Source: an optimization exercise on an open RTL-to-GDS flow (aim: small area, a short achievable clock period and few clock cycles). Production flows keep margins and buffers that such runs may drop. Where RTL was checked, it was by simulation tests only, not by an equivalence proof against the original.

==> inputs of fjord <==
Design lpr_tune, start of the top module:
module lpr_tune #(
    parameter [6:0] CFG_BASE_NOTE = 7'd24,
    parameter [6:0] CFG_PB_RANGE  = 7'd1,
    parameter       CFG_ZONE      = 1'b0,
    parameter [6:0] CFG_NUMCH     = 7'd15
) (
    input  wire        clk,
    input  wire        rst,
    input  wire        cmd_valid,
    input  wire [31:0] cmd,
    output wire        cmd_ready,
    output reg         resp_valid,
    output reg  [63:0] resp
);
==> flow/config.mk <==
export PLATFORM = sky130hd
export DESIGN_NAME = lpr_tune
export DESIGN_NICKNAME = lpr_tune
export VERILOG_FILES = /design/flow/design.v
export SDC_FILE = /design/flow/constraint.sdc
export NUM_CORES = 4
export LEC_CHECK = 0
export ABC_AREA = 1
export CAP_MARGIN = 20
export CORE_MARGIN = 2
export CORE_UTILIZATION = 60
export CTS_CLUSTER_DIAMETER = 150
export CTS_CLUSTER_SIZE = 24
export SLEW_MARGIN = 20
==> flow/constraint.sdc <==
create_clock -name core_clock -period 10.0 [get_ports {clk}]
set_input_delay 2.0000 -clock core_clock [delete_from_list [all_inputs] [get_ports {clk}]]
set_output_delay 2.0000 -clock core_clock [all_outputs]
set_load 0.01 [all_outputs]
standard.sh (not shown) runs the stock make flow with config.mk's settings and CLKGATE_MAP_FILE= SYNTH_SCRIPT=/design/flow/synth_recipe.tcl, a recipe that flattens the netlist after the stock synthesis.
==> flow/flow/run.sh <==
#!/bin/bash
set -o pipefail
export BUFFER_PORTS_ARGS="-buffer_cell sky130_fd_sc_hd__buf_2"
export SETUP_SLACK_MARGIN=6.8
bash standard.sh > standard.log 2>&1
status=$?
tail -n 40 standard.log
exit $status
==> tundra: changes against fjord <==
--- a/flow/design.v
+++ b/flow/design.v
@@ -117,114 +117,109 @@
     wire is_rom  = (op1 == 6'h04) && z_addr;
     wire is_stat = (op1 == 6'h15) && z_all;
     wire is_pre  = is_rng && z_i;
     wire is_ill  = !(is_nop || is_base || is_rng || is_get || is_rom || is_stat);
     reg [6:0] base_note;
     reg [6:0] pb_range;
     reg       sticky;
     reg [2:0] rng_e;
-    reg [5:0] rng_n;
-    reg [2:0] e_i;
     always @(*) begin
-        casez (imm1)
-            7'b1??????: e_i = 3'd6;
-            7'b01?????: e_i = 3'd5;
-            7'b001????: e_i = 3'd4;
-            7'b0001???: e_i = 3'd3;
-            7'b00001??: e_i = 3'd2;
-            7'b000001?: e_i = 3'd1;
-            default:    e_i = 3'd0;
+        casez (pb_range)
+            7'b1??????: rng_e = 3'd6;
+            7'b01?????: rng_e = 3'd5;
+            7'b001????: rng_e = 3'd4;
+            7'b0001???: rng_e = 3'd3;
+            7'b00001??: rng_e = 3'd2;
+            7'b000001?: rng_e = 3'd1;
+            default:    rng_e = 3'd0;
         endcase
     end
-    wire [6:0] rn_i = imm1 << (3'd6 - e_i);
+    wire [6:0] rn_full = pb_range << (3'd6 - rng_e);
+    wire [5:0] rng_n = rn_full[5:0];
     always @(posedge clk) begin
         if (rst) begin
             base_note <= CFG_BASE_NOTE;
             pb_range  <= CFG_PB_RANGE;
-            rng_e     <= 3'd0;
-            rng_n     <= 6'd0;
             sticky    <= 1'b0;
         end else if (v1) begin
             if (is_base) base_note <= imm1;
             if (is_rng && !z_i) begin
                 pb_range <= imm1;
-                rng_e    <= e_i;
-                rng_n    <= rn_i[5:0];
             end
             if (is_ill || is_pre) sticky <= 1'b1;
         end
     end
     reg [12:0] m_tab;
     always @(*) begin
         case (rng_n)
             6'd0 : m_tab = 13'd0;
-            6'd1 : m_tab = 13'd7940;
+            6'd1 : m_tab = 13'd7936;
             6'd2 : m_tab = 13'd7696;
-            6'd3 : m_tab = 13'd7459;
-            6'd4 : m_tab = 13'd7229;
-            6'd5 : m_tab = 13'd7007;
-            6'd6 : m_tab = 13'd6788;
-            6'd7 : m_tab = 13'd6577;
+            6'd3 : m_tab = 13'd7456;
+            6'd4 : m_tab = 13'd7230;
+            6'd5 : m_tab = 13'd7008;
+            6'd6 : m_tab = 13'd6792;
+            6'd7 : m_tab = 13'd6584;
             6'd8 : m_tab = 13'd6372;
-            6'd9 : m_tab = 13'd6173;
-            6'd10: m_tab = 13'd5980;
+            6'd9 : m_tab = 13'd6176;
+            6'd10: m_tab = 13'd5984;
             6'd11: m_tab = 13'd5790;
-            6'd12: m_tab = 13'd5606;
-            6'd13: m_tab = 13'd5426;
-            6'd14: m_tab = 13'd5252;
-            6'd15: m_tab = 13'd5082;
+            6'd12: m_tab = 13'd5608;
+            6'd13: m_tab = 13'd5424;
+            6'd14: m_tab = 13'd5256;
+            6'd15: m_tab = 13'd5080;
             6'd16: m_tab = 13'd4916;
-            6'd17: m_tab = 13'd4754;
-            6'd18: m_tab = 13'd4596;
-            6'd19: m_tab = 13'd4442;
+            6'd17: m_tab = 13'd4756;
+            6'd18: m_tab = 13'd4592;
+            6'd19: m_tab = 13'd4444;
             6'd20: m_tab = 13'd4292;
-            6'd21: m_tab = 13'd4145;
-            6'd22: m_tab = 13'd4001;
-            6'd23: m_tab = 13'd3861;
+            6'd21: m_tab = 13'd4144;
+            6'd22: m_tab = 13'd4000;
+            6'd23: m_tab = 13'd3862;
             6'd24: m_tab = 13'd3724;
-            6'd25: m_tab = 13'd3590;
-            6'd26: m_tab = 13'd3459;
-            6'd27: m_tab = 13'd3331;
-            6'd28: m_tab = 13'd3206;
-            6'd29: m_tab = 13'd3084;
+            6'd25: m_tab = 13'd3588;
+            6'd26: m_tab = 13'd3464;
+            6'd27: m_tab = 13'd3328;
+            6'd28: m_tab = 13'd3208;
+            6'd29: m_tab = 13'd3088;
             6'd30: m_tab = 13'd2964;
-            6'd31: m_tab = 13'd2846;
+            6'd31: m_tab = 13'd2848;
             6'd32: m_tab = 13'd2732;
-            6'd33: m_tab = 13'd2619;
+            6'd33: m_tab = 13'd2624;
             6'd34: m_tab = 13'd2508;
             6'd35: m_tab = 13'd2400;
             6'd36: m_tab = 13'd2295;
-            6'd37: m_tab = 13'd2191;
-            6'd38: m_tab = 13'd2089;
-            6'd39: m_tab = 13'd1989;
+            6'd37: m_tab = 13'd2192;
+            6'd38: m_tab = 13'd2080;
+            6'd39: m_tab = 13'd1992;
             6'd40: m_tab = 13'd1892;
-            6'd41: m_tab = 13'd1795;
-            6'd42: m_tab = 13'd1701;
-            6'd43: m_tab = 13'd1608;
-            6'd44: m_tab = 13'd1518;
+            6'd41: m_tab = 13'd1792;
+            6'd42: m_tab = 13'd1696;
+            6'd43: m_tab = 13'd1616;
+            6'd44: m_tab = 13'd1520;
             6'd45: m_tab = 13'd1428;
-            6'd46: m_tab = 13'd1341;
+            6'd46: m_tab = 13'd1340;
             6'd47: m_tab = 13'd1256;
             6'd48: m_tab = 13'd1171;
             6'd49: m_tab = 13'd1088;
-            6'd50: m_tab = 13'd1007;
+            6'd50: m_tab = 13'd1008;
             6'd51: m_tab = 13'd928;
             6'd52: m_tab = 13'd848;
-            6'd53: m_tab = 13'd771;
-            6'd54: m_tab = 13'd695;
-            6'd55: m_tab = 13'd620;
-            6'd56: m_tab = 13'd547;
-            6'd57: m_tab = 13'd474;
-            6'd58: m_tab = 13'd403;
-            6'd59: m_tab = 13'd334;
-            6'd60: m_tab = 13'd265;
-            6'd61: m_tab = 13'd197;
-            6'd62: m_tab = 13'd131;
-            6'd63: m_tab = 13'd65;
+            6'd53: m_tab = 13'd776;
+            6'd54: m_tab = 13'd696;
+            6'd55: m_tab = 13'd624;
+            6'd56: m_tab = 13'd546;
+            6'd57: m_tab = 13'd476;
+            6'd58: m_tab = 13'd404;
+            6'd59: m_tab = 13'd328;
+            6'd60: m_tab = 13'd264;
+            6'd61: m_tab = 13'd198;
+            6'd62: m_tab = 13'd132;
+            6'd63: m_tab = 13'd64;
             default: m_tab = 13'd0;
         endcase
     end
     reg [12:0] ml;      
     reg [2:0]  msh;     
     always @(posedge clk) begin
         ml  <= m_tab;
         msh <= rng_e + {2'd0, (rng_n != 6'd0)};
==> flow/flow/run.sh (replaced) <==
#!/bin/bash
set -o pipefail
export BUFFER_PORTS_ARGS="-buffer_cell sky130_fd_sc_hd__buf_2"
export SETUP_SLACK_MARGIN=7.0
bash standard.sh > standard.log 2>&1
status=$?
tail -n 40 standard.log
exit $status
CORE_UTILIZATION = 45   (was 60)
CTS_CLUSTER_DIAMETER = 100   (was 150)
CTS_CLUSTER_SIZE = 30   (was 24)
==> harbor: changes against fjord <==
--- a/flow/design.v
+++ b/flow/design.v
@@ -34,48 +34,53 @@
     assign e[28] = |(sel & 64'h008080808040BC44);
     assign e[29] = |(sel & 64'h00808060601858E0);
     assign e[30] = |(sel & 64'h0000C0A0A040BCA4);
     assign e[31] = |(sel & 64'h000000C03068D4CC);
     assign e[32] = |(sel & 64'h008040A090D84C5C);
     assign e[33] = |(sel & 64'h000080C020906896);
     assign e[34] = |(sel & 64'h00000000C0E07018);
     assign e[35] = |(sel & 64'h00000000000080E0);
-    assign e[36] = |(sel & 64'h80C0E0F0F8FCFEFF);
+    assign e[36] = |(sel & 64'h0080C0E0F0F8FCFE);
     assign e[37] = |(sel & 64'h00808040D0C818D8);
     assign e[38] = |(sel & 64'h0080C0E0A070A0E4);
     assign e[39] = |(sel & 64'h0080C020F0286CAA);
 endmodule
 module lpr_tone_fold (
     input  wire [5:0] addr,
     output wire [5:0] lohi,
-    output wire       swap
+    output wire       swap,
+    output wire       diag
 );
     wire [2:0] row = addr[5:3];
     wire [2:0] col = addr[2:0];
     assign swap = (row > col);
+    assign diag = (row == col);
     assign lohi = swap ? {col, row} : {row, col};
 endmodule
 module lpr_tone_unfold (
     input  wire [39:0] e,
     input  wire        swap,
+    input  wire        diag,
     output wire [39:0] data
 );
-    assign data = swap ? {e[39:36], 4'd11 - e[35:32], ~e[31:0]} : e;
+    assign data = diag ? {4'd1, 36'd0}
+                : swap ? {e[39:36], 4'd11 - e[35:32], ~e[31:0]}
+                : e;
 endmodule
 module lpr_tone_rom (
     input  wire [5:0]  addr,
     output wire [39:0] data
 );
     wire [5:0]  lohi;
-    wire        swap;
+    wire        swap, diag;
     wire [39:0] e;
-    lpr_tone_fold     u_fold   (.addr(addr), .lohi(lohi), .swap(swap));
+    lpr_tone_fold     u_fold   (.addr(addr), .lohi(lohi), .swap(swap), .diag(diag));
     lpr_tone_rom_half u_half   (.lohi(lohi), .e(e));
-    lpr_tone_unfold   u_unfold (.e(e), .swap(swap), .data(data));
+    lpr_tone_unfold   u_unfold (.e(e), .swap(swap), .diag(diag), .data(data));
 endmodule
 module lpr_tune #(
     parameter [6:0] CFG_BASE_NOTE = 7'd24,
     parameter [6:0] CFG_PB_RANGE  = 7'd1,
     parameter       CFG_ZONE      = 1'b0,
     parameter [6:0] CFG_NUMCH     = 7'd15
 ) (
     input  wire        clk,
@@ -83,30 +88,31 @@
     input  wire        cmd_valid,
     input  wire [31:0] cmd,
     output wire        cmd_ready,
     output reg         resp_valid,
     output reg  [63:0] resp
 );
     assign cmd_ready = 1'b1;
     wire [5:0] lohi0;
-    wire       swap0;
-    lpr_tone_fold u_fold0 (.addr(cmd[25:20]), .lohi(lohi0), .swap(swap0));
+    wire       swap0, diag0;
+    lpr_tone_fold u_fold0 (.addr(cmd[25:20]), .lohi(lohi0), .swap(swap0), .diag(diag0));
     reg       v1;
     reg [5:0] op1;
     reg [5:0] addr1;
-    reg       swap1;
+    reg       swap1, diag1;
     reg [6:0] imm1;
     reg       zlo1;       
     always @(posedge clk) begin
         if (rst) v1 <= 1'b0;
         else     v1 <= cmd_valid;
         op1   <= cmd[31:26];
         addr1 <= cmd[25:20];
         swap1 <= swap0;
+        diag1 <= diag0;
         imm1  <= cmd[19:13];
         zlo1  <= (cmd[12:0] == 13'd0);
     end
     wire z_a    = (addr1 == 6'd0);
     wire z_i    = (imm1 == 7'd0);
     wire z_all  = z_a && z_i && zlo1;
     wire z_addr = z_i && zlo1;
     wire z_imm  = z_a && zlo1;
@@ -227,17 +233,17 @@
     reg [2:0]  msh;     
     always @(posedge clk) begin
         ml  <= m_tab;
         msh <= rng_e + {2'd0, (rng_n != 6'd0)};
     end
     wire [5:0]  lohi1 = swap1 ? {addr1[2:0], addr1[5:3]} : addr1;    
     wire [39:0] e1, rd1;
     lpr_tone_rom_half u_half   (.lohi(lohi1), .e(e1));
-    lpr_tone_unfold   u_unfold (.e(e1), .swap(swap1), .data(rd1));
+    lpr_tone_unfold   u_unfold (.e(e1), .swap(swap1), .diag(diag1), .data(rd1));
     reg        v2, get2, rom2, stat2, err2, ill2;
     reg [39:0] rd2;
     always @(posedge clk) begin
         if (rst) v2 <= 1'b0;
         else     v2 <= v1;
         get2  <= is_get;
         rom2  <= is_rom;
         stat2 <= is_stat;
CORE_UTILIZATION = 40   (was 60)
==> cedar: changes against fjord <==
--- a/flow/design.v
+++ b/flow/design.v
@@ -34,48 +34,53 @@
     assign e[28] = |(sel & 64'h008080808040BC44);
     assign e[29] = |(sel & 64'h00808060601858E0);
     assign e[30] = |(sel & 64'h0000C0A0A040BCA4);
     assign e[31] = |(sel & 64'h000000C03068D4CC);
     assign e[32] = |(sel & 64'h008040A090D84C5C);
     assign e[33] = |(sel & 64'h000080C020906896);
     assign e[34] = |(sel & 64'h00000000C0E07018);
     assign e[35] = |(sel & 64'h00000000000080E0);
-    assign e[36] = |(sel & 64'h80C0E0F0F8FCFEFF);
+    assign e[36] = |(sel & 64'h0080C0E0F0F8FCFE);
     assign e[37] = |(sel & 64'h00808040D0C818D8);
     assign e[38] = |(sel & 64'h0080C0E0A070A0E4);
     assign e[39] = |(sel & 64'h0080C020F0286CAA);
 endmodule
 module lpr_tone_fold (
     input  wire [5:0] addr,
     output wire [5:0] lohi,
-    output wire       swap
+    output wire       swap,
+    output wire       diag
 );
     wire [2:0] row = addr[5:3];
     wire [2:0] col = addr[2:0];
     assign swap = (row > col);
+    assign diag = (row == col);
     assign lohi = swap ? {col, row} : {row, col};
 endmodule
 module lpr_tone_unfold (
     input  wire [39:0] e,
     input  wire        swap,
+    input  wire        diag,
     output wire [39:0] data
 );
-    assign data = swap ? {e[39:36], 4'd11 - e[35:32], ~e[31:0]} : e;
+    assign data = diag ? {4'd1, 36'd0}
+                : swap ? {e[39:36], 4'd11 - e[35:32], ~e[31:0]}
+                : e;
 endmodule
 module lpr_tone_rom (
     input  wire [5:0]  addr,
     output wire [39:0] data
 );
     wire [5:0]  lohi;
-    wire        swap;
+    wire        swap, diag;
     wire [39:0] e;
-    lpr_tone_fold     u_fold   (.addr(addr), .lohi(lohi), .swap(swap));
+    lpr_tone_fold     u_fold   (.addr(addr), .lohi(lohi), .swap(swap), .diag(diag));
     lpr_tone_rom_half u_half   (.lohi(lohi), .e(e));
-    lpr_tone_unfold   u_unfold (.e(e), .swap(swap), .data(data));
+    lpr_tone_unfold   u_unfold (.e(e), .swap(swap), .diag(diag), .data(data));
 endmodule
 module lpr_tune #(
     parameter [6:0] CFG_BASE_NOTE = 7'd24,
     parameter [6:0] CFG_PB_RANGE  = 7'd1,
     parameter       CFG_ZONE      = 1'b0,
     parameter [6:0] CFG_NUMCH     = 7'd15
 ) (
     input  wire        clk,
@@ -83,30 +88,31 @@
     input  wire        cmd_valid,
     input  wire [31:0] cmd,
     output wire        cmd_ready,
     output reg         resp_valid,
     output reg  [63:0] resp
 );
     assign cmd_ready = 1'b1;
     wire [5:0] lohi0;
-    wire       swap0;
-    lpr_tone_fold u_fold0 (.addr(cmd[25:20]), .lohi(lohi0), .swap(swap0));
+    wire       swap0, diag0;
+    lpr_tone_fold u_fold0 (.addr(cmd[25:20]), .lohi(lohi0), .swap(swap0), .diag(diag0));
     reg       v1;
     reg [5:0] op1;
     reg [5:0] addr1;
-    reg       swap1;
+    reg       swap1, diag1;
     reg [6:0] imm1;
     reg       zlo1;       
     always @(posedge clk) begin
         if (rst) v1 <= 1'b0;
         else     v1 <= cmd_valid;
         op1   <= cmd[31:26];
         addr1 <= cmd[25:20];
         swap1 <= swap0;
+        diag1 <= diag0;
         imm1  <= cmd[19:13];
         zlo1  <= (cmd[12:0] == 13'd0);
     end
     wire z_a    = (addr1 == 6'd0);
     wire z_i    = (imm1 == 7'd0);
     wire z_all  = z_a && z_i && zlo1;
     wire z_addr = z_i && zlo1;
     wire z_imm  = z_a && zlo1;
@@ -227,17 +233,17 @@
     reg [2:0]  msh;     
     always @(posedge clk) begin
         ml  <= m_tab;
         msh <= rng_e + {2'd0, (rng_n != 6'd0)};
     end
     wire [5:0]  lohi1 = swap1 ? {addr1[2:0], addr1[5:3]} : addr1;    
     wire [39:0] e1, rd1;
     lpr_tone_rom_half u_half   (.lohi(lohi1), .e(e1));
-    lpr_tone_unfold   u_unfold (.e(e1), .swap(swap1), .data(rd1));
+    lpr_tone_unfold   u_unfold (.e(e1), .swap(swap1), .diag(diag1), .data(rd1));
     reg        v2, get2, rom2, stat2, err2, ill2;
     reg [39:0] rd2;
     always @(posedge clk) begin
         if (rst) v2 <= 1'b0;
         else     v2 <= v1;
         get2  <= is_get;
         rom2  <= is_rom;
         stat2 <= is_stat;
CORE_UTILIZATION = 40   (was 60)
CTS_CLUSTER_DIAMETER = 100   (was 150)
CTS_CLUSTER_SIZE = 30   (was 24)
==> results.cfg <==
[cells_and_area]
bufAreaShareNonClock_pct = 3.466
drive_gt1_share_pct = 8.305
multi_input_cells = 1424
seq_cell_count = 228
num_antenna_cells = 0
stdcell_count = 2526

[placed_design]
routabilityCongestion = 0.9390
dpl_cell_area_sq_um = 14940
dp_hpwl_mm = 34.55

[floorplanning]
rows = 68

[timing]
timing.fmax_mhz = 326.0
post-route-period-util_pct = 30.68

[global_routing]
antenna_found_initial = 0
grt_pass1_vias = 12320

[clock_tree]
path_clk_slew_ns = 0.10

[route]
dr_wl_met3_mm = 2.329
dr_wl_met2_mm = 19.65

[status]
status = finished clean

[synth]
synth_fa_ha_area_share_pct = 16.49
synth_cell_types = 54
synthSimpleGateAreaFrac_pct = 31.51
# the run above: harbor

==> results.cfg <==
[cells_and_area]
stdcell_count = 2533
bufAreaShareNonClock_pct = 3.442
num_antenna_cells = 1
seq_cell_count = 228
multi_input_cells = 1424

[global_routing]
antenna_found_initial = 1

[route]
dr_wl_met3_mm = 2.539

[placed_design]
routabilityCongestion = 0.9390
dp_hpwl_mm = 34.55
dpl_cell_area_sq_um = 14940

[synth]
synth_fa_ha_area_share_pct = 16.49
synth_cell_types = 54
synthSimpleGateAreaFrac_pct = 31.51

[clock_tree]
path_clk_slew_ns = 0.11

[floorplanning]
rows = 68

[timing]
post-route-period-util_pct = 30.53

[status]
status = finished clean
# the run above: cedar

==> results.cfg <==
[status]
status = finished clean

[global_routing]
grt_pass1_vias = 12161
antenna_found_initial = 0

[timing]
post-route-period-util_pct = 29.63

[synth]
synth_fa_ha_area_share_pct = 17.16

[cells_and_area]
multi_input_cells = 1304
seq_cell_count = 218
stdcell_count = 2343
drive_gt1_share_pct = 14.34

[placed_design]
dpl_cell_area_sq_um = 14290
dp_hpwl_mm = 33.83
# the run above: tundra

==> results.cfg <==
[cells_and_area]
bufAreaShareNonClock_pct = 3.531
num_antenna_cells = 1
drive_gt1_share_pct = 9.436

[global_routing]
grt_pass1_vias = 12690

[status]
status = finished clean

[synth]
synth_cell_types = 53
synth_fa_ha_area_share_pct = 16.65

[timing]
timing.fmax_mhz = 326.0

[placed_design]
dpl_cell_area_sq_um = 14660
routabilityCongestion = 1.037

[floorplanning]
rows = 55
# the run above: fjord

Testbench counts of fjord, summed over its fixed seeds: cycles 2,592.
Testbench counts of tundra, summed over its fixed seeds: cycles 2,592.
For harbor and cedar, only the layout was checked, not whether the RTL still works.

## static timing again, ports no longer ideal
In the flow no input, the clock included, has a driving cell. The finished layouts below were timed again as built, in two steps. Step 1 sets driving cells, clkbuf_16 on the clock port and buf_2 on the other inputs (assumed; they add their load-dependent delay and slew). Step 2 adds t to the input delays and takes it off the output delays; t is the mean of the earliest and latest rising clock arrival at the registers after step 1. Input paths then give back, and output paths get back, about the clock's delay inside the block. Slacks: no drivers / after step 1 / after step 2; pairs: no drivers / after step 1.
run | t, ns | setup WS [ns] | hold WS [ns]
fjord | 0.518 | 6.933 / 6.933 / 6.933 | 0.333 / 0.333 / 0.333
tundra | 0.544 | 7.037 / 6.980 / 7.089 | 0.335 / 0.335 / 0.335
harbor | 0.538 | 6.932 / 6.932 / 6.932 | 0.333 / 0.333 / 0.333
cedar | 0.548 | 6.947 / 6.947 / 6.947 | 0.331 / 0.331 / 0.331
After both steps setup and hold are still met in every run listed.
